From an optimization exercise on the open Yosys and OpenROAD flow, aimed at small area, a short achievable clock period and few clock cycles per item; shortcuts taken in it are not production practice.
The RTL was checked by simulation tests, not by an equivalence proof against the original design.
No activity file was given, so power comes from the tool's default toggle rates.

<file path="flow/constraint.sdc">
create_clock -name core_clock -period 5.0 [get_ports {clk}]
set_input_delay 1.0000 -clock core_clock [delete_from_list [all_inputs] [get_ports {clk}]]
set_output_delay 1.0000 -clock core_clock [all_outputs]
set_load 0.01 [all_outputs]
</file>
<file path="flow/config.mk">
export PLATFORM = sky130hd
export DESIGN_NAME = crc_engine
export DESIGN_NICKNAME = crc_engine
export VERILOG_FILES = /design/flow/design.v
export SDC_FILE = /design/flow/constraint.sdc
export NUM_CORES = 4
export LEC_CHECK = 0
export CAP_MARGIN = 20
export CORE_MARGIN = 2
export CORE_UTILIZATION = 55
export CTS_BUF_LIST = sky130_fd_sc_hd__clkbuf_4 sky130_fd_sc_hd__clkbuf_8
export PLACE_DENSITY = 0.7
export SETUP_SLACK_MARGIN = 2.6
export SLEW_MARGIN = 20
export SYNTH_HIERARCHICAL = 1
export SYNTH_MEMORY_MAX_BITS = 16384
</file>
<file path="flow/standard.sh">
#!/bin/bash
# synth_recipe.tcl (not shown) runs the flow's synth.tcl, then flattens the netlist and writes it again
# the make line also repeats each setting of config.mk as NAME=value (left out here)
make -C /OpenROAD-flow-scripts/flow DESIGN_CONFIG=/design/flow/config.mk WORK_HOME=/design/flow/orfs CLKGATE_MAP_FILE= SYNTH_SCRIPT=/design/flow/synth_recipe.tcl "${@:-finish}"
</file>
<file path="flow/design.v">
module crc32c_word (
    input  wire [31:0] x,
    output wire [31:0] z
);
    wire n32;
    wire n33;
    wire n34;
    wire n35;
    wire n36;
    wire n37;
    wire n38;
    wire n39;
    wire n40;
    wire n41;
    wire n42;
    wire n43;
    wire n44;
    wire n45;
    wire n46;
    wire n47;
    wire n48;
    wire n49;
    wire n50;
    wire n51;
    wire n52;
    wire n53;
    wire n54;
    wire n55;
    wire n56;
    wire n57;
    wire n58;
    wire n59;
    wire n60;
    wire n61;
    wire n62;
    wire n63;
    wire n64;
    wire n65;
    wire n66;
    wire n67;
    wire n68;
    wire n69;
    wire n70;
    wire n71;
    wire n72;
    wire n73;
    wire n74;
    wire n75;
    wire n76;
    wire n77;
    wire n78;
    wire n79;
    wire n80;
    wire n81;
    wire n82;
    wire n83;
    wire n84;
    wire n85;
    wire n86;
    wire n87;
    wire n88;
    wire n89;
    wire n90;
    wire n91;
    wire n92;
    wire n93;
    wire n94;
    wire n95;
    wire n96;
    wire n97;
    wire n98;
    wire n99;
    wire n100;
    wire n101;
    wire n102;
    wire n103;
    wire n104;
    wire n105;
    wire n106;
    wire n107;
    wire n108;
    wire n109;
    wire n110;
    wire n112;
    wire n113;
    wire n114;
    wire n115;
    wire n117;
    wire n118;
    wire n119;
    wire n121;
    wire n122;
    wire n123;
    wire n125;
    wire n126;
    wire n128;
    wire n129;
    wire n131;
    wire n132;
    wire n133;
    wire n135;
    wire n136;
    wire n137;
    wire n138;
    wire n140;
    wire n141;
    wire n142;
    wire n143;
    wire n144;
    wire n146;
    wire n147;
    wire n148;
    wire n149;
    wire n150;
    wire n152;
    wire n153;
    wire n154;
    wire n155;
    wire n157;
    wire n158;
    wire n159;
    wire n161;
    wire n162;
    wire n163;
    wire n165;
    wire n166;
    wire n167;
    wire n168;
    wire n170;
    wire n171;
    wire n172;
    wire n174;
    wire n175;
    wire n176;
    wire n178;
    wire n179;
    wire n180;
    wire n182;
    wire n183;
    wire n184;
    wire n185;
    wire n186;
    wire n188;
    wire n189;
    wire n190;
    wire n191;
    wire n192;
    wire n194;
    wire n195;
    wire n197;
    wire n198;
    wire n200;
    wire n201;
    wire n202;
    wire n204;
    wire n205;
    wire n206;
    wire n207;
    wire n209;
    wire n210;
    wire n211;
    wire n212;
    wire n214;
    wire n215;
    wire n217;
    wire n218;
    wire n219;
    wire n221;
    wire n222;
    wire n223;
    wire n224;
    wire n225;
    wire n227;
    wire n228;
    wire n230;
    wire n231;
    wire n232;
    wire n233;
    wire n235;
    wire n236;
    wire n237;
    wire n238;
    wire n240;
    wire n241;
    wire n242;
    wire n244;
    wire n245;
    wire n246;
    wire n247;
    wire n248;
    xr g32 (.a(x[0]), .b(x[23]), .z(n32));
    xr g33 (.a(x[6]), .b(x[15]), .z(n33));
    xr g34 (.a(x[2]), .b(x[25]), .z(n34));
    xr g35 (.a(x[1]), .b(x[20]), .z(n35));
    xr g36 (.a(x[21]), .b(x[22]), .z(n36));
    xr g37 (.a(x[10]), .b(x[26]), .z(n37));
    xr g38 (.a(x[4]), .b(x[13]), .z(n38));
    xr g39 (.a(x[8]), .b(x[17]), .z(n39));
    xr g40 (.a(x[7]), .b(x[16]), .z(n40));
    xr g41 (.a(x[5]), .b(x[14]), .z(n41));
    xr g42 (.a(x[3]), .b(x[28]), .z(n42));
    xr g43 (.a(x[9]), .b(x[27]), .z(n43));
    xr g44 (.a(x[30]), .b(x[31]), .z(n44));
    xr g45 (.a(x[19]), .b(n32), .z(n45));
    xr g46 (.a(x[11]), .b(x[29]), .z(n46));
    xr g47 (.a(x[12]), .b(x[18]), .z(n47));
    xr g48 (.a(x[24]), .b(n36), .z(n48));
    xr g49 (.a(n33), .b(n34), .z(n49));
    xr g50 (.a(n35), .b(n41), .z(n50));
    xr g51 (.a(x[29]), .b(n37), .z(n51));
    xr g52 (.a(n38), .b(n39), .z(n52));
    xr g53 (.a(x[10]), .b(x[11]), .z(n53));
    xr g54 (.a(x[5]), .b(x[12]), .z(n54));
    xr g55 (.a(x[18]), .b(n43), .z(n55));
    xr g56 (.a(n35), .b(n53), .z(n56));
    xr g57 (.a(x[7]), .b(n47), .z(n57));
    xr g58 (.a(n33), .b(n42), .z(n58));
    xr g59 (.a(x[6]), .b(n40), .z(n59));
    xr g60 (.a(x[3]), .b(n34), .z(n60));
    xr g61 (.a(x[27]), .b(n46), .z(n61));
    xr g62 (.a(x[16]), .b(n49), .z(n62));
    xr g63 (.a(x[8]), .b(n45), .z(n63));
    xr g64 (.a(x[25]), .b(x[30]), .z(n64));
    xr g65 (.a(x[9]), .b(x[26]), .z(n65));
    xr g66 (.a(x[23]), .b(x[31]), .z(n66));
    xr g67 (.a(x[21]), .b(x[24]), .z(n67));
    xr g68 (.a(x[3]), .b(n37), .z(n68));
    xr g69 (.a(x[28]), .b(n44), .z(n69));
    xr g70 (.a(x[23]), .b(n43), .z(n70));
    xr g71 (.a(n39), .b(n42), .z(n71));
    xr g72 (.a(x[31]), .b(n38), .z(n72));
    xr g73 (.a(n40), .b(n51), .z(n73));
    xr g74 (.a(x[17]), .b(n50), .z(n74));
    xr g75 (.a(x[19]), .b(n58), .z(n75));
    xr g76 (.a(n46), .b(n48), .z(n76));
    xr g77 (.a(x[4]), .b(n45), .z(n77));
    xr g78 (.a(x[9]), .b(x[29]), .z(n78));
    xr g79 (.a(x[1]), .b(x[24]), .z(n79));
    xr g80 (.a(x[14]), .b(x[18]), .z(n80));
    xr g81 (.a(x[22]), .b(x[25]), .z(n81));
    xr g82 (.a(x[11]), .b(x[26]), .z(n82));
    xr g83 (.a(x[22]), .b(n46), .z(n83));
    xr g84 (.a(x[30]), .b(n65), .z(n84));
    xr g85 (.a(n41), .b(n79), .z(n85));
    xr g86 (.a(n32), .b(n44), .z(n86));
    xr g87 (.a(n34), .b(n44), .z(n87));
    xr g88 (.a(n39), .b(n43), .z(n88));
    xr g89 (.a(x[2]), .b(n33), .z(n89));
    xr g90 (.a(x[4]), .b(n40), .z(n90));
    xr g91 (.a(x[15]), .b(n32), .z(n91));
    xr g92 (.a(x[21]), .b(n47), .z(n92));
    xr g93 (.a(x[20]), .b(n70), .z(n93));
    xr g94 (.a(x[6]), .b(n60), .z(n94));
    xr g95 (.a(n40), .b(n48), .z(n95));
    xr g96 (.a(n42), .b(n52), .z(n96));
    xr g97 (.a(n55), .b(n64), .z(n97));
    xr g98 (.a(n41), .b(n57), .z(n98));
    xr g99 (.a(n36), .b(n50), .z(n99));
    xr g100 (.a(n37), .b(n69), .z(n100));
    xr g101 (.a(n55), .b(n89), .z(n101));
    xr g102 (.a(n49), .b(n90), .z(n102));
    xr g103 (.a(n38), .b(n48), .z(n103));
    xr g104 (.a(n63), .b(n73), .z(n104));
    xr g105 (.a(n52), .b(n62), .z(n105));
    xr g106 (.a(n57), .b(n75), .z(n106));
    xr g107 (.a(x[24]), .b(x[28]), .z(n107));
    xr g108 (.a(n82), .b(n107), .z(n108));
    xr g109 (.a(n70), .b(n50), .z(n109));
    xr g110 (.a(n108), .b(n102), .z(n110));
    xr g111 (.a(n109), .b(n110), .z(z[0]));
    xr g112 (.a(x[27]), .b(n67), .z(n112));
    xr g113 (.a(n54), .b(n71), .z(n113));
    xr g114 (.a(n49), .b(n112), .z(n114));
    xr g115 (.a(n73), .b(n113), .z(n115));
    xr g116 (.a(n114), .b(n115), .z(z[1]));
    xr g117 (.a(x[26]), .b(n83), .z(n117));
    xr g118 (.a(n59), .b(n96), .z(n118));
    xr g119 (.a(n97), .b(n117), .z(n119));
    xr g120 (.a(n118), .b(n119), .z(z[2]));
    xr g121 (.a(n69), .b(n88), .z(n121));
    xr g122 (.a(n51), .b(n77), .z(n122));
    xr g123 (.a(n98), .b(n121), .z(n123));
    xr g124 (.a(n122), .b(n123), .z(z[3]));
    xr g125 (.a(n80), .b(n38), .z(n125));
    xr g126 (.a(n87), .b(n125), .z(n126));
    xr g127 (.a(n126), .b(n104), .z(z[4]));
    xr g128 (.a(n71), .b(n87), .z(n128));
    xr g129 (.a(n59), .b(n77), .z(n129));
    xr g130 (.a(n128), .b(n129), .z(z[5]));
    xr g131 (.a(n66), .b(n80), .z(n131));
    xr g132 (.a(n71), .b(n61), .z(n132));
    xr g133 (.a(n131), .b(n62), .z(n133));
    xr g134 (.a(n132), .b(n133), .z(z[6]));
    xr g135 (.a(x[30]), .b(n47), .z(n135));
    xr g136 (.a(n45), .b(n61), .z(n136));
    xr g137 (.a(n135), .b(n74), .z(n137));
    xr g138 (.a(n94), .b(n136), .z(n138));
    xr g139 (.a(n137), .b(n138), .z(z[7]));
    xr g140 (.a(x[2]), .b(x[26]), .z(n140));
    xr g141 (.a(n67), .b(n35), .z(n141));
    xr g142 (.a(n38), .b(n44), .z(n142));
    xr g143 (.a(n140), .b(n141), .z(n143));
    xr g144 (.a(n142), .b(n143), .z(n144));
    xr g145 (.a(n106), .b(n144), .z(z[8]));
    xr g146 (.a(x[1]), .b(x[13]), .z(n146));
    xr g147 (.a(x[31]), .b(n65), .z(n147));
    xr g148 (.a(n146), .b(n58), .z(n148));
    xr g149 (.a(n147), .b(n76), .z(n149));
    xr g150 (.a(n63), .b(n148), .z(n150));
    xr g151 (.a(n149), .b(n150), .z(z[9]));
    xr g152 (.a(x[28]), .b(x[30]), .z(n152));
    xr g153 (.a(n33), .b(n37), .z(n153));
    xr g154 (.a(n54), .b(n152), .z(n154));
    xr g155 (.a(n83), .b(n153), .z(n155));
    xr g156 (.a(n154), .b(n155), .z(z[10]));
    xr g157 (.a(x[12]), .b(x[13]), .z(n157));
    xr g158 (.a(n157), .b(n59), .z(n158));
    xr g159 (.a(n86), .b(n61), .z(n159));
    xr g160 (.a(n158), .b(n159), .z(z[11]));
    xr g161 (.a(n82), .b(n44), .z(n161));
    xr g162 (.a(n54), .b(n161), .z(n162));
    xr g163 (.a(n93), .b(n162), .z(n163));
    xr g164 (.a(n105), .b(n163), .z(z[12]));
    xr g165 (.a(x[17]), .b(n72), .z(n165));
    xr g166 (.a(n91), .b(n92), .z(n166));
    xr g167 (.a(n56), .b(n60), .z(n167));
    xr g168 (.a(n165), .b(n166), .z(n168));
    xr g169 (.a(n167), .b(n168), .z(z[13]));
    xr g170 (.a(x[13]), .b(x[25]), .z(n170));
    xr g171 (.a(n36), .b(n170), .z(n171));
    xr g172 (.a(n171), .b(n93), .z(n172));
    xr g173 (.a(n106), .b(n172), .z(z[14]));
    xr g174 (.a(x[14]), .b(x[20]), .z(n174));
    xr g175 (.a(x[28]), .b(n174), .z(n175));
    xr g176 (.a(n175), .b(n103), .z(n176));
    xr g177 (.a(n104), .b(n176), .z(z[15]));
    xr g178 (.a(n64), .b(n88), .z(n178));
    xr g179 (.a(n91), .b(n50), .z(n179));
    xr g180 (.a(n76), .b(n178), .z(n180));
    xr g181 (.a(n179), .b(n180), .z(z[16]));
    xr g182 (.a(x[1]), .b(x[9]), .z(n182));
    xr g183 (.a(x[23]), .b(n47), .z(n183));
    xr g184 (.a(n182), .b(n48), .z(n184));
    xr g185 (.a(n183), .b(n100), .z(n185));
    xr g186 (.a(n62), .b(n184), .z(n186));
    xr g187 (.a(n185), .b(n186), .z(z[17]));
    xr g188 (.a(x[0]), .b(x[10]), .z(n188));
    xr g189 (.a(x[22]), .b(n78), .z(n189));
    xr g190 (.a(n188), .b(n72), .z(n190));
    xr g191 (.a(n189), .b(n74), .z(n191));
    xr g192 (.a(n75), .b(n190), .z(n192));
    xr g193 (.a(n191), .b(n192), .z(z[18]));
    xr g194 (.a(x[28]), .b(n67), .z(n194));
    xr g195 (.a(n51), .b(n194), .z(n195));
    xr g196 (.a(n97), .b(n195), .z(z[19]));
    xr g197 (.a(x[19]), .b(n81), .z(n197));
    xr g198 (.a(n61), .b(n197), .z(n198));
    xr g199 (.a(n100), .b(n198), .z(z[20]));
    xr g200 (.a(x[12]), .b(n78), .z(n200));
    xr g201 (.a(n44), .b(n85), .z(n201));
    xr g202 (.a(n200), .b(n102), .z(n202));
    xr g203 (.a(n201), .b(n202), .z(z[21]));
    xr g204 (.a(x[14]), .b(x[24]), .z(n204));
    xr g205 (.a(n43), .b(n204), .z(n205));
    xr g206 (.a(n86), .b(n56), .z(n206));
    xr g207 (.a(n205), .b(n96), .z(n207));
    xr g208 (.a(n206), .b(n207), .z(z[22]));
    xr g209 (.a(x[27]), .b(x[20]), .z(n209));
    xr g210 (.a(n66), .b(n209), .z(n210));
    xr g211 (.a(n51), .b(n59), .z(n211));
    xr g212 (.a(n92), .b(n210), .z(n212));
    xr g213 (.a(n211), .b(n212), .z(z[23]));
    xr g214 (.a(n84), .b(n45), .z(n214));
    xr g215 (.a(n99), .b(n214), .z(n215));
    xr g216 (.a(n105), .b(n215), .z(z[24]));
    xr g217 (.a(n66), .b(n68), .z(n217));
    xr g218 (.a(n74), .b(n95), .z(n218));
    xr g219 (.a(n101), .b(n217), .z(n219));
    xr g220 (.a(n218), .b(n219), .z(z[25]));
    xr g221 (.a(x[0]), .b(x[9]), .z(n221));
    xr g222 (.a(x[18]), .b(x[19]), .z(n222));
    xr g223 (.a(n39), .b(n221), .z(n223));
    xr g224 (.a(n222), .b(n68), .z(n224));
    xr g225 (.a(n223), .b(n99), .z(n225));
    xr g226 (.a(n224), .b(n225), .z(z[26]));
    xr g227 (.a(n36), .b(n56), .z(n227));
    xr g228 (.a(n77), .b(n101), .z(n228));
    xr g229 (.a(n227), .b(n228), .z(z[27]));
    xr g230 (.a(x[2]), .b(n42), .z(n230));
    xr g231 (.a(n54), .b(n45), .z(n231));
    xr g232 (.a(n56), .b(n230), .z(n232));
    xr g233 (.a(n95), .b(n231), .z(n233));
    xr g234 (.a(n232), .b(n233), .z(z[28]));
    xr g235 (.a(x[12]), .b(x[23]), .z(n235));
    xr g236 (.a(n35), .b(n235), .z(n236));
    xr g237 (.a(n52), .b(n236), .z(n237));
    xr g238 (.a(n76), .b(n94), .z(n238));
    xr g239 (.a(n237), .b(n238), .z(z[29]));
    xr g240 (.a(n32), .b(n84), .z(n240));
    xr g241 (.a(n60), .b(n98), .z(n241));
    xr g242 (.a(n103), .b(n240), .z(n242));
    xr g243 (.a(n241), .b(n242), .z(z[30]));
    xr g244 (.a(x[27]), .b(n81), .z(n244));
    xr g245 (.a(n33), .b(n68), .z(n245));
    xr g246 (.a(n72), .b(n85), .z(n246));
    xr g247 (.a(n244), .b(n63), .z(n247));
    xr g248 (.a(n245), .b(n246), .z(n248));
    xr g249 (.a(n247), .b(n248), .z(z[31]));
endmodule
module crc32c_zero_byte (
    input  wire [31:0] x,
    output wire [29:0] z
);
    wire n32;
    wire n33;
    wire n34;
    wire n35;
    wire n36;
    wire n37;
    wire n39;
    wire n40;
    wire n41;
    wire n42;
    wire n43;
    wire n44;
    wire n45;
    wire n46;
    wire n47;
    wire n49;
    wire n50;
    wire n53;
    wire n55;
    wire n57;
    wire n59;
    wire n60;
    wire n63;
    wire n65;
    wire n67;
    wire n69;
    wire n71;
    wire n73;
    wire n75;
    wire n77;
    wire n79;
    wire n81;
    wire n82;
    wire n84;
    wire n86;
    wire n88;
    wire n90;
    wire n92;
    wire n93;
    wire n94;
    wire n96;
    wire n100;
    xr g32 (.a(x[1]), .b(x[6]), .z(n32));
    xr g33 (.a(x[2]), .b(x[4]), .z(n33));
    xr g34 (.a(x[3]), .b(x[5]), .z(n34));
    xr g35 (.a(x[0]), .b(x[7]), .z(n35));
    xr g36 (.a(n32), .b(n34), .z(n36));
    xr g37 (.a(x[7]), .b(n34), .z(n37));
    xr g38 (.a(x[2]), .b(n32), .z(z[24]));
    xr g39 (.a(x[0]), .b(n33), .z(n39));
    xr g40 (.a(x[1]), .b(x[3]), .z(n40));
    xr g41 (.a(x[6]), .b(n33), .z(n41));
    xr g42 (.a(x[4]), .b(x[7]), .z(n42));
    xr g43 (.a(x[5]), .b(n35), .z(n43));
    xr g44 (.a(x[2]), .b(n35), .z(n44));
    xr g45 (.a(x[7]), .b(z[24]), .z(n45));
    xr g46 (.a(n33), .b(n36), .z(n46));
    xr g47 (.a(x[8]), .b(n40), .z(n47));
    xr g48 (.a(n39), .b(n47), .z(z[0]));
    xr g49 (.a(x[1]), .b(x[9]), .z(n49));
    xr g50 (.a(n34), .b(n49), .z(n50));
    xr g51 (.a(n39), .b(n50), .z(z[1]));
    xr g52 (.a(x[10]), .b(n46), .z(z[2]));
    xr g53 (.a(x[11]), .b(n37), .z(n53));
    xr g54 (.a(n41), .b(n53), .z(z[3]));
    xr g55 (.a(x[5]), .b(x[12]), .z(n55));
    xr g56 (.a(n55), .b(n45), .z(z[4]));
    xr g57 (.a(x[13]), .b(n32), .z(n57));
    xr g58 (.a(n42), .b(n57), .z(z[5]));
    xr g59 (.a(x[1]), .b(x[4]), .z(n59));
    xr g60 (.a(x[14]), .b(n59), .z(n60));
    xr g61 (.a(n37), .b(n60), .z(z[6]));
    xr g62 (.a(x[15]), .b(n36), .z(z[7]));
    xr g63 (.a(x[16]), .b(n35), .z(n63));
    xr g64 (.a(n41), .b(n63), .z(z[8]));
    xr g65 (.a(x[17]), .b(n33), .z(n65));
    xr g66 (.a(n43), .b(n65), .z(z[9]));
    xr g67 (.a(x[18]), .b(x[5]), .z(n67));
    xr g68 (.a(n67), .b(n41), .z(z[10]));
    xr g69 (.a(x[19]), .b(x[6]), .z(n69));
    xr g70 (.a(n69), .b(n37), .z(z[11]));
    xr g71 (.a(x[3]), .b(x[20]), .z(n71));
    xr g72 (.a(n71), .b(n45), .z(z[12]));
    xr g73 (.a(x[1]), .b(x[21]), .z(n73));
    xr g74 (.a(x[7]), .b(n73), .z(z[13]));
    xr g75 (.a(x[4]), .b(x[22]), .z(n75));
    xr g76 (.a(n40), .b(n75), .z(z[14]));
    xr g77 (.a(x[5]), .b(x[23]), .z(n77));
    xr g78 (.a(n77), .b(n39), .z(z[15]));
    xr g79 (.a(x[0]), .b(x[24]), .z(n79));
    xr g80 (.a(n79), .b(n36), .z(z[16]));
    xr g81 (.a(x[25]), .b(n32), .z(n81));
    xr g82 (.a(n33), .b(n35), .z(n82));
    xr g83 (.a(n81), .b(n82), .z(z[17]));
    xr g84 (.a(x[26]), .b(x[5]), .z(n84));
    xr g85 (.a(n42), .b(n84), .z(z[18]));
    xr g86 (.a(x[27]), .b(n36), .z(n86));
    xr g87 (.a(n39), .b(n86), .z(z[19]));
    xr g88 (.a(x[7]), .b(x[28]), .z(n88));
    xr g89 (.a(n88), .b(n46), .z(z[20]));
    xr g90 (.a(x[29]), .b(n32), .z(n90));
    xr g91 (.a(n43), .b(n90), .z(z[21]));
    xr g92 (.a(x[3]), .b(x[4]), .z(n92));
    xr g93 (.a(x[6]), .b(x[30]), .z(n93));
    xr g94 (.a(n35), .b(n92), .z(n94));
    xr g95 (.a(n93), .b(n94), .z(z[22]));
    xr g96 (.a(x[2]), .b(x[31]), .z(n96));
    xr g97 (.a(n96), .b(n37), .z(z[23]));
    xr g98 (.a(x[3]), .b(n44), .z(z[25]));
    xr g99 (.a(x[0]), .b(x[4]), .z(z[26]));
    xr g100 (.a(x[0]), .b(x[1]), .z(n100));
    xr g101 (.a(x[5]), .b(n100), .z(z[27]));
    xr g102 (.a(x[0]), .b(z[24]), .z(z[28]));
    xr g103 (.a(n40), .b(n44), .z(z[29]));
endmodule
module crc16_byte (
    input  wire [15:0] x,
    output wire [14:0] z
);
    wire n27;
    xr g16 (.a(x[11]), .b(x[15]), .z(z[3]));
    xr g17 (.a(x[9]), .b(x[13]), .z(z[1]));
    xr g18 (.a(x[8]), .b(x[12]), .z(z[0]));
    xr g19 (.a(x[10]), .b(x[14]), .z(z[2]));
    xr g20 (.a(x[13]), .b(z[0]), .z(z[4]));
    xr g21 (.a(x[14]), .b(z[1]), .z(z[5]));
    xr g22 (.a(x[15]), .b(z[2]), .z(z[6]));
    xr g23 (.a(x[0]), .b(z[3]), .z(z[7]));
    xr g24 (.a(x[1]), .b(x[12]), .z(z[8]));
    xr g25 (.a(x[2]), .b(x[13]), .z(z[9]));
    xr g26 (.a(x[3]), .b(x[14]), .z(z[10]));
    xr g27 (.a(x[4]), .b(x[15]), .z(n27));
    xr g28 (.a(z[0]), .b(n27), .z(z[11]));
    xr g29 (.a(x[5]), .b(z[1]), .z(z[12]));
    xr g30 (.a(x[6]), .b(z[2]), .z(z[13]));
    xr g31 (.a(x[7]), .b(z[3]), .z(z[14]));
endmodule
module xr (
    input  wire a,
    input  wire b,
    output wire z
);
    assign z = a ^ b;
endmodule
module ybit (
    input  wire t,
    input  wire s,
    input  wire q,
    input  wire o,
    output wire z
);
    assign z = ((t & s) | q) ^ o;
endmodule
module crc_engine (
    input  wire        clk,
    input  wire        rst,
    input  wire        cmd_valid,
    output wire        cmd_ready,
    input  wire [7:0]  cmd_op,
    input  wire [31:0] cmd_acc,
    input  wire [15:0] cmd_len,
    input  wire        data_valid,
    output wire        data_ready,
    input  wire [31:0] data,
    output wire        rsp_valid,
    input  wire        rsp_ready,
    output wire [3:0]  rsp_status,
    output wire [31:0] rsp_value
);
    reg         idle;      
    reg         busy;      
    reg         dr;        
    reg         rv;        
    reg         inv;       
    reg         is16;      
    reg         fin;       
    reg         nodata;    
    reg         first;     
    reg         pend;      
    reg  [1:0]  km;        
    reg  [1:0]  xm;        
    reg  [13:0] cnt;       
    reg  [1:0]  kl;        
    reg         lastw;     
    reg  [1:0]  j;         
    reg  [1:0]  zc;        
    reg  [31:0] y;
    wire rsp_take = rv & rsp_ready;
    assign cmd_ready  = idle | rsp_take;
    assign data_ready = dr;
    assign rsp_valid  = rv;
    assign rsp_status = {4{inv}};
    assign rsp_value  = y;
    wire take_cmd = cmd_ready & cmd_valid;
    wire op_a = (cmd_op == 8'h40);
    wire op_f = (cmd_op == 8'h41);
    wire op_c = (cmd_op == 8'h42);
    wire op_h = (cmd_op == 8'h48);
    wire op_g = (cmd_op == 8'h49);
    wire len0 = (cmd_len == 16'd0);
    wire op_data = op_a | op_c | op_h | op_g;
    wire [31:0] r32, rz;
    wire [15:0] r16;
    wire [31:0] u_w_z;
    crc32c_word u_w (.x(y[31:0]), .z(u_w_z));
    assign r32 = {u_w_z[31], u_w_z[30], u_w_z[29], u_w_z[28], u_w_z[27], u_w_z[26], u_w_z[25], u_w_z[24], u_w_z[23], u_w_z[22], u_w_z[21], u_w_z[20], u_w_z[19], u_w_z[18], u_w_z[17], u_w_z[16], u_w_z[15], u_w_z[14], u_w_z[13], u_w_z[12], u_w_z[11], u_w_z[10], u_w_z[9], u_w_z[8], u_w_z[7], u_w_z[6], u_w_z[5], u_w_z[4], u_w_z[3], u_w_z[2], u_w_z[1], u_w_z[0]};
    wire [29:0] u_z_z;
    crc32c_zero_byte u_z (.x(y[31:0]), .z(u_z_z));
    assign rz = {u_z_z[29], u_z_z[28], u_z_z[27], u_z_z[26], y[3], y[2], u_z_z[25], u_z_z[24], u_z_z[23], u_z_z[22], u_z_z[21], u_z_z[20], u_z_z[19], u_z_z[18], u_z_z[17], u_z_z[16], u_z_z[15], u_z_z[14], u_z_z[13], u_z_z[12], u_z_z[11], u_z_z[10], u_z_z[9], u_z_z[8], u_z_z[7], u_z_z[6], u_z_z[5], u_z_z[4], u_z_z[3], u_z_z[2], u_z_z[1], u_z_z[0]};
    wire [14:0] u_h_z;
    crc16_byte u_h (.x(y[15:0]), .z(u_h_z));
    assign r16 = {u_h_z[14], u_h_z[13], u_h_z[12], u_h_z[11], u_h_z[10], u_h_z[9], u_h_z[8], u_h_z[7], u_h_z[6], u_h_z[5], u_h_z[4], y[12], u_h_z[3], u_h_z[2], u_h_z[1], u_h_z[0]};
    wire fin_phase = pend & ~busy;                      
    wire zmode     = fin_phase & ~is16 & (kl != 2'd0);
    wire last_red  = fin_phase & (is16 | (kl == 2'd0) | (zc == 2'd1));
    wire fixup     = first & nodata;                    
    wire respond   = last_red | fixup;
    wire s32 = pend & ~is16 & ~zmode;
    wire s16 = pend & is16;
    wire sz  = zmode;
    wire sy_h = ~pend & ~idle & ~rsp_take & (~first | km[1]);
    wire sy_l = ~pend & ~idle & ~rsp_take & (~first | km[0]);
    wire s1_h = first & xm[1];
    wire s1_l = first & xm[0];
    wire fc   = fin & respond;                          
    wire dv   = busy & data_valid;                      
    wire hs   = dr & data_valid;                        
    wire [1:0] jl = (lastw & (kl != 2'd0)) ? kl - 2'd1 : 2'd3;
    wire d32  = dv & ~is16;
    wire d16  = dv & is16;
    wire [3:0] g32 = {d32 & (~lastw | (kl == 2'd0)),
                      d32 & (~lastw | (kl == 2'd0) | (kl == 2'd3)),
                      d32 & (~lastw | (kl != 2'd1)),
                      d32};
    wire [3:0] g16 = {d16 & (j == 2'd3), d16 & (j == 2'd2),
                      d16 & (j == 2'd1), d16 & (j == 2'd0)};
    wire [7:0] b16 = ({8{g16[0]}} & data[7:0])   | ({8{g16[1]}} & data[15:8]) |
                     ({8{g16[2]}} & data[23:16]) | ({8{g16[3]}} & data[31:24]);
    wire [31:0] dw = {{8{g32[3]}} & data[31:24], {8{g32[2]}} & data[23:16],
                      ({8{g32[1]}} & data[15:8]) | b16, {8{g32[0]}} & data[7:0]};
    wire [31:0] o  = ({32{cmd_ready}} & cmd_acc) | dw | {32{fc}};
    wire [31:0] q = ({32{sz}} & rz) | {16'h0000, {16{s16}} & r16} |
                    {{16{sy_h}} & y[31:16], {16{sy_l}} & y[15:0]} |
                    {{16{s1_h}}, {16{s1_l}}};
    wire [31:0] yn;
    genvar gi;
    generate
        for (gi = 0; gi < 32; gi = gi + 1) begin : g_y
            ybit u (.t(r32[gi]), .s(s32), .q(q[gi]), .o(o[gi]), .z(yn[gi]));
        end
    endgenerate
    always @(posedge clk)
        y <= yn;
    wire lastw_next = (kl == 2'd0) ? (cnt == 14'd2) : (cnt == 14'd1);
    wire [1:0] jl_next = (lastw_next & (kl != 2'd0)) ? kl - 2'd1 : 2'd3;
    wire wdone = ~is16 | (j == jl);                     
    always @(posedge clk) begin
        if (take_cmd) begin
            inv    <= ~(op_data | op_f);
            is16   <= op_h | op_g;
            fin    <= op_c | op_f;
            nodata <= ~op_data | len0;
            km     <= {op_a | op_f, op_a | op_f | op_h};
            xm     <= {op_c, op_c | op_g};
            kl     <= cmd_len[1:0];
            cnt    <= cmd_len[15:2];
            lastw  <= (cmd_len[1:0] == 2'd0) ? (cmd_len[15:2] == 14'd1)
                                             : (cmd_len[15:2] == 14'd0);
        end else if (hs) begin
            cnt    <= cnt - 14'd1;
            lastw  <= lastw_next;
        end
        if (hs & lastw)
            zc <= kl;
        else if (zmode)
            zc <= zc - 2'd1;
    end
    always @(posedge clk) begin
        if (rst) begin
            idle  <= 1'b1;
            busy  <= 1'b0;
            dr    <= 1'b0;
            rv    <= 1'b0;
            pend  <= 1'b0;
            first <= 1'b0;
            j     <= 2'd0;
        end else begin
            if (take_cmd) begin
                idle  <= 1'b0;
                first <= 1'b1;
                j     <= 2'd0;
                if (op_data & ~len0) begin
                    busy <= 1'b1;
                    dr   <= ~(op_h | op_g) | (cmd_len == 16'd1);
                end
            end
            if (busy)
                pend <= data_valid;
            else if (respond)
                pend <= 1'b0;
            if (dv) begin
                first <= 1'b0;
                j     <= wdone ? 2'd0 : j + 2'd1;
                if (wdone & lastw) begin
                    busy <= 1'b0;
                    dr   <= 1'b0;
                end else if (is16)
                    dr <= wdone ? (jl_next == 2'd0) : (j + 2'd1 == jl);
            end
            if (fixup)
                first <= 1'b0;
            if (respond)
                rv <= 1'b1;
            if (rsp_take) begin
                rv   <= 1'b0;
                idle <= ~cmd_valid;
            end
        end
    end
endmodule
</file>
<file path="flow/flow/run.sh">
#!/bin/bash
# The standard layout, with plain buffers on the ports: buffer_ports picks a
# clock delay cell by default, which is larger and slower than buf_1.
set -euo pipefail
bash standard.sh synth > synth.log 2>&1
export BUFFER_PORTS_ARGS="-buffer_cell sky130_fd_sc_hd__buf_1"
bash standard.sh > layout.log 2>&1
</file>
==> Flow_metrics.wiki, run 1 <==
{| class="wikitable"
! Metric !! Value
|-
| Run status || timing/DRC/antenna clean
|-
| TritonRoute pass-1 iters || 5
|-
| Switching component of the power || 4020 uW
|-
| Commonest cells after routing, fill and taps aside || sky130_fd_sc_hd__xor2_1, sky130_fd_sc_hd__buf_1, sky130_fd_sc_hd__nand2_1, sky130_fd_sc_hd__xnor2_1
|-
| Setup TNS after final layout || 0 ps
|-
| Vias in the first global route || 6,099
|-
| Maximum achievable frequency || 0.383 GHz
|-
| Number of diodes || 0
|-
| GPL Wtd Cong || 1.08
|-
| Minimum clock period || 2610 ps
|-
| Endpoint type of the worst setup path || register
|-
| Syn avg cell area || 9.14 um^2
|-
| Final nets || 1,038
|-
| I/O pin total || 132
|-
| Worst Skew || 8.80 ps
|-
| Core region area || 12,600 um^2
|-
| Worst hold slack after final layout || 582 ps
|-
| First-iteration detailed-routing DRC count || 679
|-
| Setup crit start kind || register
|-
| Hpwl dp || 18.0 mm
|-
| Post-DR vias/cell || 6.04
|-
| Number of DRC violations after detailed routing || 0
|-
| Final-report setup violation count || 0
|-
| Cell type with the largest total area after synthesis || sky130_fd_sc_hd__xor2_1
|-
| DIE WIDTH || 117 um
|-
| Sw Ratio || 57.5%
|-
| LEAKAGE || 0.00351 uW
|-
| Power Dens Cells || 759 nW/um^2
|-
| Slew Limit Headroom || 43.6%
|-
| Slew at the pin with the worst max-slew slack || 843 ps
|-
| Count of warnings emitted by yosys || 7
|-
| Detailed-route via count || 6,713
|-
| Setup repair after global routing missed its margin || true
|-
| IR drop worst, VDD || 0.000350 V
|-
| I/O Buffers || 131
|-
| Cell Rows || 41
|-
| Layout-stage area growth over the synthesis result || 31.0%
|-
| Comb pwr share || 79.8%
|-
| Overall Power || 6990 uW
|-
| Reg-to-reg critical path endpoint || y[0]
|-
| Non-filler instance count after layout || 1,111
|-
| Unique cell type count in the Yosys netlist || 55
|-
| Hold wc startpoint || busy
|-
| Count of maximum capacitance violations || 0
|-
| Hold bufs inserted after CTS || 0
|-
| Kind of path behind the tightest hold check || register to register
|-
| Worst hold stages || 1
|-
| Post-route clock period utilization || 52.3%
|-
| Required time of the worst setup path || 5250 ps
|-
| Clock buffer depth || 2
|-
| Drt total wl || 25.5 mm
|-
| Die footprint || 13,700 um^2
|-
| Arrival @ worst endpoint || 2860 ps
|-
| First-pass GRT wire length || 36.1 mm
|-
| Highest fanout seen on the critical path || 6
|-
| Wirelength per Cell || 22.9 um
|-
| CTS H-tree lvls || 3
|-
| Sum of overflow across all layers after global routing || 0
|-
| Flop2flop setup slack || 2390 ps
|-
| Cell area after synthesis || 7030 um^2
|-
| Crit Path Class || register to register
|-
| Placed cells || 1,053
|-
| Height of the chip || 117 um
|-
| Clock Sinks || 67
|-
| Sequential element share of the synthesized area || 22.9%
|-
| GRT Overall Usage || 36.1%
|-
| Most common cell after layout, fill and taps aside || sky130_fd_sc_hd__xor2_1
|-
| Clk Tree Root Cell || sky130_fd_sc_hd__clkbuf_8
|-
| Clock-pin slew on the worst setup and hold paths || 80 ps
|-
| Internal power of the cells || 2970 uW
|-
| RR Startpoint || y[6]
|-
| Total nets after synthesis || 873
|-
| Sequential fraction of design power || 13.5%
|-
| TritonCTS clock tree || yes
|-
| Effective utilization at floorplan || 55.9%
|-
| Endpoint with the worst hold slack || busy
|-
| Remaining number of nets flagged by the antenna check after routing || 0
|-
| Cell count after synthesis || 769
|-
| Number of register bits inferred by synthesis || 67
|-
| Number of buffers created by CTS || 9
|-
| Share of total power in the clock network || 6.7%
|-
| Worst-case reg-to-reg path depth || 9
|-
| Number of endpoints with negative hold slack in the final report || 0
|-
| Insertion delay of the later-clocked pin in the worst-skew pair || 360 ps
|-
| Max-slew violations || 0
|-
| Area contributors post-synth || sky130_fd_sc_hd__xor2_1, sky130_fd_sc_hd__edfxtp_1, sky130_fd_sc_hd__dfxtp_1, sky130_fd_sc_hd__a221o_1, sky130_fd_sc_hd__xnor2_1
|-
| Maximum number of pins on one net before global-route repair || 38
|-
| Fraction of layout instances using a drive strength above 1 || 22.2%
|-
| Antenna violations before repair || 0
|-
| Share of the synthesized area in the top cell type || 38.6%
|}
[registers in the layout (all words and copies together), names as in the netlist, 2 cells and up]
name,cells
km,2
y,32
xm,2
zc,2
kl,2
j,2
cnt,14
[cells by family (layout without fill, tap and decap cells)]
kind of cell               Yosys count  in the layout  share of synthesized area [%]
AOI/OAI and AO/OA                  154            154                           17.7
xor gates and xnor gates           352            352                           43.8
adders and majority gates           11             11                           1.96
buffers and inverters               42            212                           2.60
DFF                                 67             67                           22.9
muxes                                3              3                          0.445
and+or+nand+nor                    140            140                           10.6
[area by class of cell]
class                           instances  area (um^2)
Multi-Input combinational cell        660         6080
Fill cell                             960         3360
Clock inverter                          5         52.6
Timing Repair Buffer                  183          993
Timing Repair inverter                  1         6.26
Clock buffer                           11          145
Inverter                               12         52.6
Tap cell                              172          215
Sequential cell                        67         1670
[cells in the mapped netlist (all sizes together)]
| cell | number |
|---|---|
| dfxtp | 40 |
| o21ai | 6 |
| a22oi | 16 |
| or4b | 1 |
| and2b | 1 |
| and3 | 2 |
| and4bb | 1 |
| or3 | 1 |
| mux2 | 1 |
| o32ai | 2 |
| edfxtp | 27 |
| nor4b | 1 |
| o21a | 1 |
| a221oi | 17 |
| and2 | 8 |
| a21oi | 59 |
| or2 | 1 |
| a211oi | 2 |
| nor3 | 15 |
| nor2 | 30 |
| nand4 | 1 |
| ha | 11 |
| nor3b | 1 |
| a221o | 40 |
| inv | 12 |
| nand2 | 44 |
| buf | 14 |
| xnor2 | 42 |
| xor2 | 310 |
| clkbuf | 16 |
| nand4b | 2 |
| nand2b | 5 |
| a21boi | 1 |
| a32oi | 1 |
| o31ai | 3 |
| nand3 | 16 |
| nor2b | 4 |
| mux2i | 2 |
| o41ai | 1 |
| o21ba | 1 |
| a31oi | 4 |
| nor4 | 6 |
[critical path, cell delays in order (launching register included)]
cell	delay (ps)
sky130_fd_sc_hd__dfxtp_1	370
sky130_fd_sc_hd__buf_12	150
sky130_fd_sc_hd__xor2_1	180
sky130_fd_sc_hd__buf_6	200
sky130_fd_sc_hd__xor2_4	280
sky130_fd_sc_hd__xor2_2	450
sky130_fd_sc_hd__xor2_1	290
sky130_fd_sc_hd__xor2_1	310
sky130_fd_sc_hd__a21oi_2	110
sky130_fd_sc_hd__xnor2_1	130
[worst max path at each step]
stage               from   endpoint  cells past startpoint
2_1_floorplan      kl[0]       y[0]                      7
3_3_place_gp   rsp_ready     cnt[8]                      5
3_5_place_dp   rsp_ready     cnt[8]                      5
4_1_cts        rsp_ready  cmd_ready                      4
5_1_grt             y[6]       y[0]                      9
6_report            y[6]       y[0]                      9
[routing by layer]
layer	track usage [%]	vias up	part of all wire, %
met1	44.8	3269	38
met5	0	-	0
met2	59.5	394	48
met4	19.8	0	5.6
met3	6.90	79	8.6
li1	-	2971	-
[modules after synthesis, one instance, submodules excluded, a selection]
module	flip-flops and latches	area (um^2)	cells
crc_engine	67	3790	399
ybit	0	17.5	2
xr	0	8.76	1
[through the flow]
stage	instance area [um^2]	worst slack (ps)	util (%)
CTS	8580	2530	68.3
global route	9210	2370	73.3
finish	9210	2390	73.3
floorplan	7100	2460	-
detailed placement	7730	1740	61.5
global placement	7730	1820	61.5
[power by group through the flow]
stage	clock network, uW	logic (uW)	registers, uW
global route	495	5780	950
finish	468	5580	943
detailed placement	0	4320	885
floorplan	0	3130	888
CTS	474	4760	924
global placement	0	4340	879
[what timing repair did]
item | CTS | global route
cloned | 1 | 0
buffers inserted | 10 | 31
pin swaps | 11 | 14
hold endpoints to repair | 0 | 0
setup endpoints to repair | 61 | 34
gates resized for setup | 96 | 49
Testbench counts, summed over its fixed seeds: cycles 106,086, bytes 379,321.
==> run 2: changes to the inputs <==
--- a/flow/design.v
+++ b/flow/design.v
@@ -590,13 +590,11 @@
     reg         nodata;    
     reg         first;     
     reg         pend;      
-    reg  [1:0]  km;        
-    reg  [1:0]  xm;        
+    reg         ones;      
     reg  [13:0] cnt;       
     reg  [1:0]  kl;        
     reg         lastw;     
     reg  [1:0]  j;         
-    reg  [1:0]  zc;        
     reg  [31:0] y;
     wire rsp_take = rv & rsp_ready;
     assign cmd_ready  = idle | rsp_take;
@@ -625,12 +623,14 @@
     assign r16 = {u_h_z[14], u_h_z[13], u_h_z[12], u_h_z[11], u_h_z[10], u_h_z[9], u_h_z[8], u_h_z[7], u_h_z[6], u_h_z[5], u_h_z[4], y[12], u_h_z[3], u_h_z[2], u_h_z[1], u_h_z[0]};
     wire fin_phase = pend & ~busy;                      
     wire zmode     = fin_phase & ~is16 & (kl != 2'd0);
-    wire last_red  = fin_phase & (is16 | (kl == 2'd0) | (zc == 2'd1));
+    wire last_red  = fin_phase & (is16 | (kl == 2'd0) | (cnt[1:0] == 2'd1));
     wire fixup     = first & nodata;                    
     wire respond   = last_red | fixup;
     wire s32 = pend & ~is16 & ~zmode;
     wire s16 = pend & is16;
     wire sz  = zmode;
+    wire [1:0] km = {~is16 & ~inv & ~(fin & ones), ~inv & ~ones};
+    wire [1:0] xm = {fin & ones, ones};
     wire sy_h = ~pend & ~idle & ~rsp_take & (~first | km[1]);
     wire sy_l = ~pend & ~idle & ~rsp_take & (~first | km[0]);
     wire s1_h = first & xm[1];
@@ -673,20 +673,17 @@
             is16   <= op_h | op_g;
             fin    <= op_c | op_f;
             nodata <= ~op_data | len0;
-            km     <= {op_a | op_f, op_a | op_f | op_h};
-            xm     <= {op_c, op_c | op_g};
+            ones   <= op_c | op_g;
             kl     <= cmd_len[1:0];
             cnt    <= cmd_len[15:2];
             lastw  <= (cmd_len[1:0] == 2'd0) ? (cmd_len[15:2] == 14'd1)
                                              : (cmd_len[15:2] == 14'd0);
-        end else if (hs) begin
+        end else if (hs & lastw) begin
+            cnt    <= {12'd0, kl};
+        end else if (hs | zmode) begin
             cnt    <= cnt - 14'd1;
             lastw  <= lastw_next;
         end
-        if (hs & lastw)
-            zc <= kl;
-        else if (zmode)
-            zc <= zc - 2'd1;
     end
     always @(posedge clk) begin
         if (rst) begin
--- a/flow/config.mk
+++ b/flow/config.mk
@@ -7,9 +7,8 @@
 export LEC_CHECK = 0
 export CAP_MARGIN = 20
 export CORE_MARGIN = 2
-export CORE_UTILIZATION = 55
+export CORE_UTILIZATION = 40
 export CTS_BUF_LIST = sky130_fd_sc_hd__clkbuf_4 sky130_fd_sc_hd__clkbuf_8
-export PLACE_DENSITY = 0.7
 export SETUP_SLACK_MARGIN = 2.6
 export SLEW_MARGIN = 20
 export SYNTH_HIERARCHICAL = 1
==> run 2 against run 1 <==
Net effect: final area down 2.8%; sequential power decreased by 3.0%; core utilization is 20 points lower; final cell count rose by 2.7%; synthesized area is 2.4% lower; die area grew 33%; critical path type is now input pin to primary output; critical path depth down 5; setup slack better by 120 ps; clock power is about 10% higher; power decreased by 11%.
==> Flow_metrics.wiki, run 2 <==
{| class="wikitable"
! Metric !! Value
|-
| Syn avg cell area || 8.96 um^2 (-2.1%)
|-
| Number of endpoints with negative hold slack in the final report || 0 (unchanged)
|-
| I/O pin total || 132 (unchanged)
|-
| Async set-reset flop share out of synthesis || 0% (unchanged)
|-
| GRT Overall Usage || 26.5% (-9.6 points)
|-
| Clock buffer depth || 2 (unchanged)
|-
| Top flop regs || y (32), cnt (14)
|-
| Share of the synthesized area in the top cell type || 39.4% (+0.84 points)
|-
| Cell type of the slowest stage on the worst timing path || sky130_fd_sc_hd__a21oi_4
|-
| Number of flip-flops in the largest register || 32 (unchanged)
|-
| Sum of overflow across all layers after global routing || 0 (unchanged)
|-
| Unique cell type count in the Yosys netlist || 55 (unchanged)
|-
| Count of maximum capacitance violations || 0 (unchanged)
|-
| Power Dens Cells || 698 nW/um^2 (-8.1%)
|-
| Effective utilization at floorplan || 41.1% (-15 points)
|-
| TritonRoute pass-1 iters || 5 (unchanged)
|-
| Worst hold slack after final layout || 496 ps (-85.5 ps)
|-
| I/O Buffers || 131 (unchanged)
|-
| Cell area after synthesis || 6860 um^2 (-2.4%)
|-
| IR drop worst, VDD || 0.000582 V (+66%)
|-
| Crit-path cells || buf_8 > a21oi_4 > inv_8 > buf_6
|-
| First-iteration detailed-routing DRC count || 517 (-24%)
|-
| Number of register bits inferred by synthesis || 62 (-7.5%)
|-
| Height of the chip || 135 um (+15%)
|-
| Arrival @ worst endpoint || 1490 ps (-1370 ps)
|-
| Post-DR vias/cell || 5.63 (-6.9%)
|-
| Largest register by flop count || y
|-
| Highest fanout seen on the critical path || 5 (-1)
|-
| Required time of the worst setup path || 4000 ps (-1250 ps)
|-
| LEAKAGE || 0.00342 uW (-2.6%)
|-
| Number of diodes || 0 (unchanged)
|-
| Remaining number of nets flagged by the antenna check after routing || 0 (unchanged)
|-
| Reg-to-reg critical path endpoint || y[0]
|-
| CP max stage delay || 210 ps (-240 ps)
|-
| Run status || timing/DRC/antenna clean
|-
| Final-report setup violation count || 0 (unchanged)
|-
| Core region area || 16,700 um^2 (+33%)
|-
| Setup TNS after final layout || 0 ps (unchanged)
|-
| Count of warnings emitted by yosys || 7 (unchanged)
|-
| Most common cell in the synthesized netlist || sky130_fd_sc_hd__xor2_1
|-
| Post-route clock period utilization || 49.8% (-2.5 points)
|-
| Worst Skew || 8.62 ps (-0.181 ps)
|-
| Sequential element share of the synthesized area || 21.3% (-1.6 points)
|-
| Commonest cells after routing, fill and taps aside || sky130_fd_sc_hd__xor2_1, sky130_fd_sc_hd__buf_1, sky130_fd_sc_hd__nand2_1, sky130_fd_sc_hd__xnor2_1, sky130_fd_sc_hd__a221o_1
|-
| Non-filler instance count after layout || 1,141 (+2.7%)
|-
| Placed cells || 1,092 (+3.7%)
|-
| First-pass GRT wire length || 36.0 mm (-0.29%)
|-
| Crit Path Class || input pin to primary output
|-
| Final nets || 1,019 (-1.8%)
|-
| Cell count after synthesis || 766 (-0.39%)
|-
| Wirelength per Cell || 22.0 um (-4.1%)
|-
| TritonCTS clock tree || yes
|-
| Clock-pin slew on the worst setup and hold paths || 80 ps (about the same)
|-
| Fraction of layout instances using a drive strength above 1 || 21.8% (-0.33 points)
|-
| Kind of path behind the tightest hold check || register to register
|-
| Antenna violations before repair || 0 (unchanged)
|-
| Minimum clock period || 2490 ps (-123 ps)
|-
| Post-synth top cells || sky130_fd_sc_hd__xor2_1, sky130_fd_sc_hd__nand2_1, sky130_fd_sc_hd__xnor2_1
|-
| Detailed-route via count || 6,419 (-4.4%)
|-
| Worst-case reg-to-reg path depth || 7 (-2)
|-
| Endpoint type of the worst setup path || primary output
|-
| Insertion delay of the later-clocked pin in the worst-skew pair || 370 ps (about the same)
|-
| Number of flops mapped to enable cells by yosys || 22 (-19%)
|-
| Most common cell after layout, fill and taps aside || sky130_fd_sc_hd__xor2_1
|-
| Top_reg_cell synth || sky130_fd_sc_hd__dfxtp_1
|-
| Hold bufs inserted after CTS || 0 (unchanged)
|-
| Cell type with the largest total area after synthesis || sky130_fd_sc_hd__xor2_1
|-
| Drt total wl || 25.1 mm (-1.5%)
|-
| Post-layout utilization of the core || 53.6% (-20 points)
|-
| DIE WIDTH || 135 um (+15%)
|-
| Vias in the first global route || 6,002 (-1.6%)
|-
| Hpwl dp || 18.3 mm (+1.8%)
|-
| RR Startpoint || y[7]
|-
| Setup crit start kind || input pin
|-
| Maximum number of pins on one net before global-route repair || 34 (-11%)
|-
| Number of buffers created by CTS || 9 (unchanged)
|-
| GPL Wtd Cong || 1.00 (-7.3%)
|-
| Layout-stage area growth over the synthesis result || 30.5%
|-
| Startpoint of the most critical setup path || rsp_ready
|-
| Overall Power || 6250 uW (-11%)
|-
| Critical Path Sink || cmd_ready
|-
| Flop2flop setup slack || 2520 ps (+130 ps)
|-
| Total nets after synthesis || 869 (-0.46%)
|-
| Number of DRC violations after detailed routing || 0 (unchanged)
|-
| Clk Tree Root Cell || sky130_fd_sc_hd__clkbuf_8
|-
| Maximum achievable frequency || 0.402 GHz (+4.9%)
|-
| Max-slew violations || 0 (unchanged)
|-
| Slew at the pin with the worst max-slew slack || 920 ps (+77.2 ps)
|-
| Slew Limit Headroom || 38.2% (-5.4 points)
|-
| Die footprint || 18,200 um^2 (+33%)
|-
| Filler instances || 1,569 (+63%)
|-
| Area contributors post-synth || sky130_fd_sc_hd__xor2_1, sky130_fd_sc_hd__dfxtp_1, sky130_fd_sc_hd__edfxtp_1, sky130_fd_sc_hd__a221o_1, sky130_fd_sc_hd__xnor2_1
|-
| Clock Sinks || 62 (-7.5%)
|-
| Cell Rows || 47 (+15%)
|-
| CTS H-tree lvls || 3 (unchanged)
|-
| Setup repair after global routing missed its margin || true
|}
run 2: cell count changes after synthesis, moves of 3 or more:
| cell | previous run | this run |
|---|---|---|
| sky130_fd_sc_hd__nand2_1 | 43 | 56 |
| sky130_fd_sc_hd__o21ai_1 | 2 | 12 |
| sky130_fd_sc_hd__nor2_1 | 30 | 22 |
| sky130_fd_sc_hd__edfxtp_1 | 27 | 22 |
| sky130_fd_sc_hd__a21oi_1 | 27 | 23 |
| sky130_fd_sc_hd__and3_1 | 2 | 6 |
| sky130_fd_sc_hd__and2_1 | 7 | 4 |
| sky130_fd_sc_hd__nor2b_1 | 4 | 1 |
run 2: stage by stage:
| stage | worst slack [ps] | instance area (um^2) |
|---|---|---|
| 2_1_floorplan | 2450 | 6910 |
| 3_3_place_gp | 1650 | 7570 |
| 3_5_place_dp | 1600 | 7570 |
| 4_1_cts | 2530 | 8380 |
| 5_1_grt | 2420 | 8950 |
| 6_report | 2510 | 8950 |
run 2: cell type report:
type	instances	area, um^2	share of cell area [%]
Tap cell	220	275	3.07
Sequential cell	62	1530	17.1
Timing Repair Buffer	170	860	9.60
Multi-Input combinational cell	659	6000	67.0
Clock buffer	9	124	1.38
Inverter	13	58.8	0.657
Clock inverter	7	97.6	1.09
Timing Repair inverter	1	6.26	0.0699
run 2: worst min path at each step:
stage	start	endpoint	slack, ps	cells past startpoint
after floorplan	busy	busy	440	2
after global placement	busy	busy	480	2
after detailed placement	busy	busy	480	2
after CTS	busy	busy	490	2
after global routing	busy	busy	550	2
final	busy	busy	500	2
run 2: cell families after synthesis:
| family | share of synthesized area [%] |
|---|---|
| xor gates and xnor gates | 44.9 |
| AOI/OAI and AO/OA | 19.1 |
| muxes | 0.310 |
| adders and majority gates | 1.82 |
| DFF | 21.3 |
| and+or+nand+nor | 9.61 |
| buffers and inverters | 2.90 |
run 2: report_power, final:
group	switching [uW]	internal [uW]	total (uW)	leakage, uW
clock	233	282	515	0.000106
sequential	295	620	915	0.000551
combinational	3090	1730	4820	0.00277
run 2: routing by layer:
layer | GRT usage, % | part of all wire, % | wire length [um]
met5 | 0 | 0 | 0
met4 | 10.9 | 3.8 | 946
met1 | 36.8 | 44 | 10900
met2 | 42.1 | 46 | 11400
met3 | 3.04 | 7.0 | 1750
run 2: what timing repair did:
action | 4_1_cts | 5_1_grt
gates resized for setup | 91 | 57
gates cloned | 1 | 0
setup endpoints to repair | 69 | 37
pin swaps | 9 | 18
buffers inserted | 8 | 24
run 2: critical path: cells and delay by family:
family	cells	cell delay (ps)
buf+inv	3	280
compound gates	1	210
run 2: Yosys stat by module (local to each module, per instance), a selection:
| module | area (um^2) | flip-flops and latches | cells inside |
|---|---|---|---|
| crc_engine | 3620 | 62 | 396 |
| ybit | 17.5 | 0 | 2 |
| xr | 8.76 | 0 | 1 |
Testbench counts of run 2, summed over its fixed seeds: cycles 106,086, bytes 379,321.
==> run 3: changes to the inputs <==
--- a/flow/config.mk
+++ b/flow/config.mk
@@ -9,7 +9,7 @@
 export CORE_MARGIN = 2
 export CORE_UTILIZATION = 40
 export CTS_BUF_LIST = sky130_fd_sc_hd__clkbuf_4 sky130_fd_sc_hd__clkbuf_8
-export SETUP_SLACK_MARGIN = 2.6
+export SETUP_SLACK_MARGIN = 2.45
 export SLEW_MARGIN = 20
 export SYNTH_HIERARCHICAL = 1
 export SYNTH_MEMORY_MAX_BITS = 16384
==> run 3 against run 2 <==
Net effect: sequential cell count stayed put; combinational power decreased by 7.3%; clock skew increased by 10 ps; first-iteration DRC count decreased by 8.7%; global-route usage fell by 0.17 points; hold slack got worse by 9.6 ps; still clean on timing, DRC and antenna.
==> Flow_metrics.wiki, run 3 <==
{| class="wikitable"
! Metric !! Value
|-
| Power Dens Cells || 681 nW/um^2 (-2.4%)
|-
| Final-report setup violation count || 0 (unchanged)
|-
| Cell area after synthesis || 6860 um^2 (unchanged)
|-
| Final nets || 1,000 (-1.9%)
|-
| Post-route clock period utilization || 52.4% (+2.6 points)
|-
| Vias in the first global route || 6,018 (+0.27%)
|-
| Post-DR vias/cell || 5.56 (-1.3%)
|-
| Wirelength per Cell || 21.7 um (-1.3%)
|-
| Area contributors post-synth || sky130_fd_sc_hd__xor2_1, sky130_fd_sc_hd__dfxtp_1, sky130_fd_sc_hd__edfxtp_1, sky130_fd_sc_hd__a221o_1, sky130_fd_sc_hd__xnor2_1
|-
| Share of synthesized cell area in and, or, nand and nor gates || 9.61% (unchanged)
|-
| Synth Area in Compound Gates || 19.1% (unchanged)
|-
| DIE WIDTH || 135 um (unchanged)
|-
| Clock Sinks || 62 (unchanged)
|-
| Hpwl dp || 18.2 mm (-0.83%)
|-
| Largest register by flop count || y
|-
| Cell count after synthesis || 766 (unchanged)
|-
| Post-route standard cell area excluding fillers || 8430 um^2 (-5.8%)
|-
| Top_reg_cell synth || sky130_fd_sc_hd__dfxtp_1
|-
| Maximum number of pins on one net before global-route repair || 34 (unchanged)
|-
| Internal power of the cells || 2330 uW (-11%)
|-
| Crit Path Class || register to register
|-
| Switching component of the power || 3410 uW (-5.7%)
|-
| Placed cell area || 7590 um^2 (+0.25%)
|-
| Filler instances || 1,634 (+4.1%)
|-
| Worst Skew || 18.6 ps (+9.96 ps)
|-
| Number of flip-flops in the largest register || 32 (unchanged)
|-
| Post-Synth Adder-Cell Area || 1.82% (unchanged)
|-
| TritonCTS clock tree || yes
|-
| Run status || timing/DRC/antenna clean
|-
| Remaining number of nets flagged by the antenna check after routing || 0 (unchanged)
|-
| Effective utilization at floorplan || 41.1% (unchanged)
|-
| Setup repair after global routing missed its margin || true
|-
| Count of maximum capacitance violations || 0 (unchanged)
|-
| Drt total wl || 24.3 mm (-2.9%)
|-
| Unique cell type count in the Yosys netlist || 55 (unchanged)
|-
| Cell type of the slowest stage on the worst timing path || sky130_fd_sc_hd__dfxtp_2
|-
| Sum of overflow across all layers after global routing || 0 (unchanged)
|-
| Cell type with the largest total area after synthesis || sky130_fd_sc_hd__xor2_1
|-
| LEAKAGE || 0.00325 uW (-5.1%)
|-
| Number of diodes || 0 (unchanged)
|-
| Required time of the worst setup path || 5260 ps (+1260 ps)
|-
| Sw Ratio || 59.4% (+1.5 points)
|-
| Clk Tree Root Cell || sky130_fd_sc_hd__clkbuf_8
|-
| Post-synth top cells || sky130_fd_sc_hd__xor2_1, sky130_fd_sc_hd__nand2_1, sky130_fd_sc_hd__xnor2_1
|-
| Most common cell after layout, fill and taps aside || sky130_fd_sc_hd__xor2_1
|-
| GPL Wtd Cong || 0.963 (-4.1%)
|-
| Arrival @ worst endpoint || 2880 ps (+1390 ps)
|-
| Number of DRC violations after detailed routing || 0 (unchanged)
|-
| Share of total power in the clock network || 7.0% (-1.2 points)
|-
| Number of flops mapped to enable cells by yosys || 22 (unchanged)
|-
| Maximum achievable frequency || 0.382 GHz (-4.9%)
|-
| Clock-pin slew on the worst setup and hold paths || 80 ps (about the same)
|-
| Sequential fraction of design power || 15.2% (+0.6 points)
|-
| I/O Buffers || 131 (unchanged)
|-
| Fraction of layout instances using a drive strength above 1 || 17.1% (-4.8 points)
|-
| GRT Overall Usage || 26.4% (-0.17 points)
|-
| Kind of path behind the tightest hold check || register to register
|-
| Hold bufs inserted after CTS || 0 (unchanged)
|-
| Async set-reset flop share out of synthesis || 0% (unchanged)
|-
| Share of the synthesized area in the top cell type || 39.4% (unchanged)
|-
| Max-slew violations || 0 (unchanged)
|-
| CTS H-tree lvls || 3 (unchanged)
|-
| Antenna violations before repair || 0 (unchanged)
|-
| Insertion delay of the later-clocked pin in the worst-skew pair || 370 ps (about the same)
|-
| First-pass GRT wire length || 35.9 mm (-0.29%)
|-
| Setup TNS after final layout || 0 ps (unchanged)
|-
| Non-filler instance count after layout || 1,122 (-1.7%)
|-
| I/O pin total || 132 (unchanged)
|-
| Height of the chip || 135 um (unchanged)
|-
| Minimum clock period || 2620 ps (+129 ps)
|-
| Commonest cells after routing, fill and taps aside || sky130_fd_sc_hd__xor2_1, sky130_fd_sc_hd__buf_1, sky130_fd_sc_hd__nand2_1, sky130_fd_sc_hd__xnor2_1, sky130_fd_sc_hd__a221o_1
|-
| Detailed-route via count || 6,233 (-2.9%)
|-
| Cell Rows || 47 (unchanged)
|-
| Share of cell area taken by muxes after synthesis || 0.310% (unchanged)
|-
| CP max stage delay || 560 ps (+350 ps)
|-
| Setup crit start kind || register
|-
| Main combinational cell family by area after synthesis || XOR/XNOR gates
|-
| Cell repeated most along the worst path || sky130_fd_sc_hd__xor2_1
|-
| TritonRoute pass-1 iters || 5 (unchanged)
|-
| Number of endpoints with negative hold slack in the final report || 0 (unchanged)
|-
| Total nets after synthesis || 869 (unchanged)
|-
| Syn avg cell area || 8.96 um^2 (unchanged)
|-
| Post-synthesis share of cell area spent on xor and xnor gates || 44.9% (unchanged)
|-
| Comb pwr share || 77.8% (+0.7 points)
|-
| Crit-path cells || xor2_2 > xor2_1 > xor2_1 > xor2_1 > xor2_1 > a21oi_2 > xnor2_1
|-
| Count of warnings emitted by yosys || 7 (unchanged)
|-
| Layout-stage area growth over the synthesis result || 22.9%
|-
| Slew Limit Headroom || 41.6% (+3.4 points)
|-
| Top flop regs || y (32), cnt (14)
|-
| Clock buffer depth || 2 (unchanged)
|-
| Highest fanout seen on the critical path || 11 (+6)
|-
| Placed cells || 1,095 (+0.27%)
|-
| Endpoint type of the worst setup path || register
|-
| Most common cell in the synthesized netlist || sky130_fd_sc_hd__xor2_1
|-
| Post-layout utilization of the core || 50.5% (-3.1 points)
|-
| Sequential element share of the synthesized area || 21.3% (unchanged)
|-
| Core region area || 16,700 um^2 (unchanged)
|-
| Number of buffers created by CTS || 9 (unchanged)
|-
| First-iteration detailed-routing DRC count || 472 (-8.7%)
|-
| Number of register bits inferred by synthesis || 62 (unchanged)
|-
| Die footprint || 18,200 um^2 (unchanged)
|-
| Slew at the pin with the worst max-slew slack || 870 ps (-50.2 ps)
|-
| IR drop worst, VDD || 0.000575 V (-1.2%)
|}
## run 3: cell counts after synthesis
No cell type changed its count.
## run 3: kinds of logic (layout without fill, tap and decap cells)
family	Yosys count	in the layout
xor+xnor	352	352
simple gates	133	133
mux	2	2
flops	62	62
buf+inv	45	181
fa+ha+maj	10	10
compound gates	162	162
## run 3: worst paths after layout
| check | start | endpoint | slack (ps) | cells after the start |
|---|---|---|---|---|
| max | y[12] | y[30] | 2380 | 7 |
| min | busy | busy | 490 | 2 |
| max reg2reg | y[12] | y[30] | 2380 | 7 |
| min reg2reg | busy | busy | 490 | 2 |
## run 3: power by group through the flow
stage | combinational [uW] | clock (uW) | sequential (uW)
3_5_place_dp | 3940 | 0 | 826
2_1_floorplan | 2790 | 0 | 810
4_1_cts | 4150 | 410 | 846
6_report | 4470 | 402 | 874
5_1_grt | 4720 | 433 | 885
3_3_place_gp | 3970 | 0 | 826
## run 3: worst max-delay path, delay by kind of cell (launching register included)
kind | cells | cell delay [ps]
compound gates | 1 | 110
xor+xnor | 6 | 1840
flops | 1 | 560
## run 3: timing repair
item / CTS / global route
gates cloned: 1 / 0
pin swaps: 1 / 5
setup endpoints to repair: 59 / 31
resized for setup: 59 / 36
buffers inserted: 5 / 5
## run 3: final cells by class
type                       count  area (um^2)  area share (%)
tap                          220          275            3.26
timing repair buffer         151          651            7.72
clock buffer                   9          124            1.47
sequential                    62         1500            17.7
multi-input combinational    659         5770            68.5
clock inverter                 7         48.8           0.579
inverter                      13         58.8           0.697
timing repair inverter         1         6.26          0.0742
## run 3: modules after synthesis (local to each module, per instance), a selection
| module | copies in the design | flip-flops and latches | cell area (um^2) | cells |
|---|---|---|---|---|
| ybit | 32 | 0 | 17.5 | 2 |
| crc_engine | 1 | 62 | 3620 | 396 |
| xr | 306 | 0 | 8.76 | 1 |
## run 3: per-stage QoR
step / hold WS (ps) / setup WS [ps] / total power (uW)
global placement: 463 / 1670 / 4800
finish: 487 / 2380 / 5740
detailed placement: 470 / 1590 / 4760
floorplan: 442 / 2450 / 3600
CTS: 480 / 2360 / 5400
global route: 532 / 2280 / 6040
## run 3: layer usage
metal	share of wire (%)	global-route usage, %
met1	44	35.9
met2	46	41.3
met3	7.3	4.73
met4	2.4	10.8
met5	0	0

==> afterwards: timing with drivers on the ports <==
In the flow no input, the clock included, has a driving cell. The finished layouts below were timed again as built, in two steps. Step 1, drivers: a clkbuf_16 drives clk and a buf_2 each remaining input, both assumed. Step 2 also shifts input and output timing later by t, the mid clock arrival at the registers, as if the neighbouring blocks saw the same clock. a / b / c = ideal / step 1 / step 2; a / b = the first two.
run	t, ns	slack for setup (ns)	worst hold slack (ns)
run 1	0.397	2.387 / 2.387 / 2.227	0.582 / 0.582 / 0.582
run 2	0.396	2.510 / 2.470 / 2.280	0.496 / 0.496 / 0.496
run 3	0.393	2.381 / 2.381 / 2.194	0.487 / 0.487 / 0.487
After both steps every run listed still meets setup and hold. The setup slack of run 2, which loses most, moves by -0.040 ns with the drivers and by -0.230 ns with both steps.
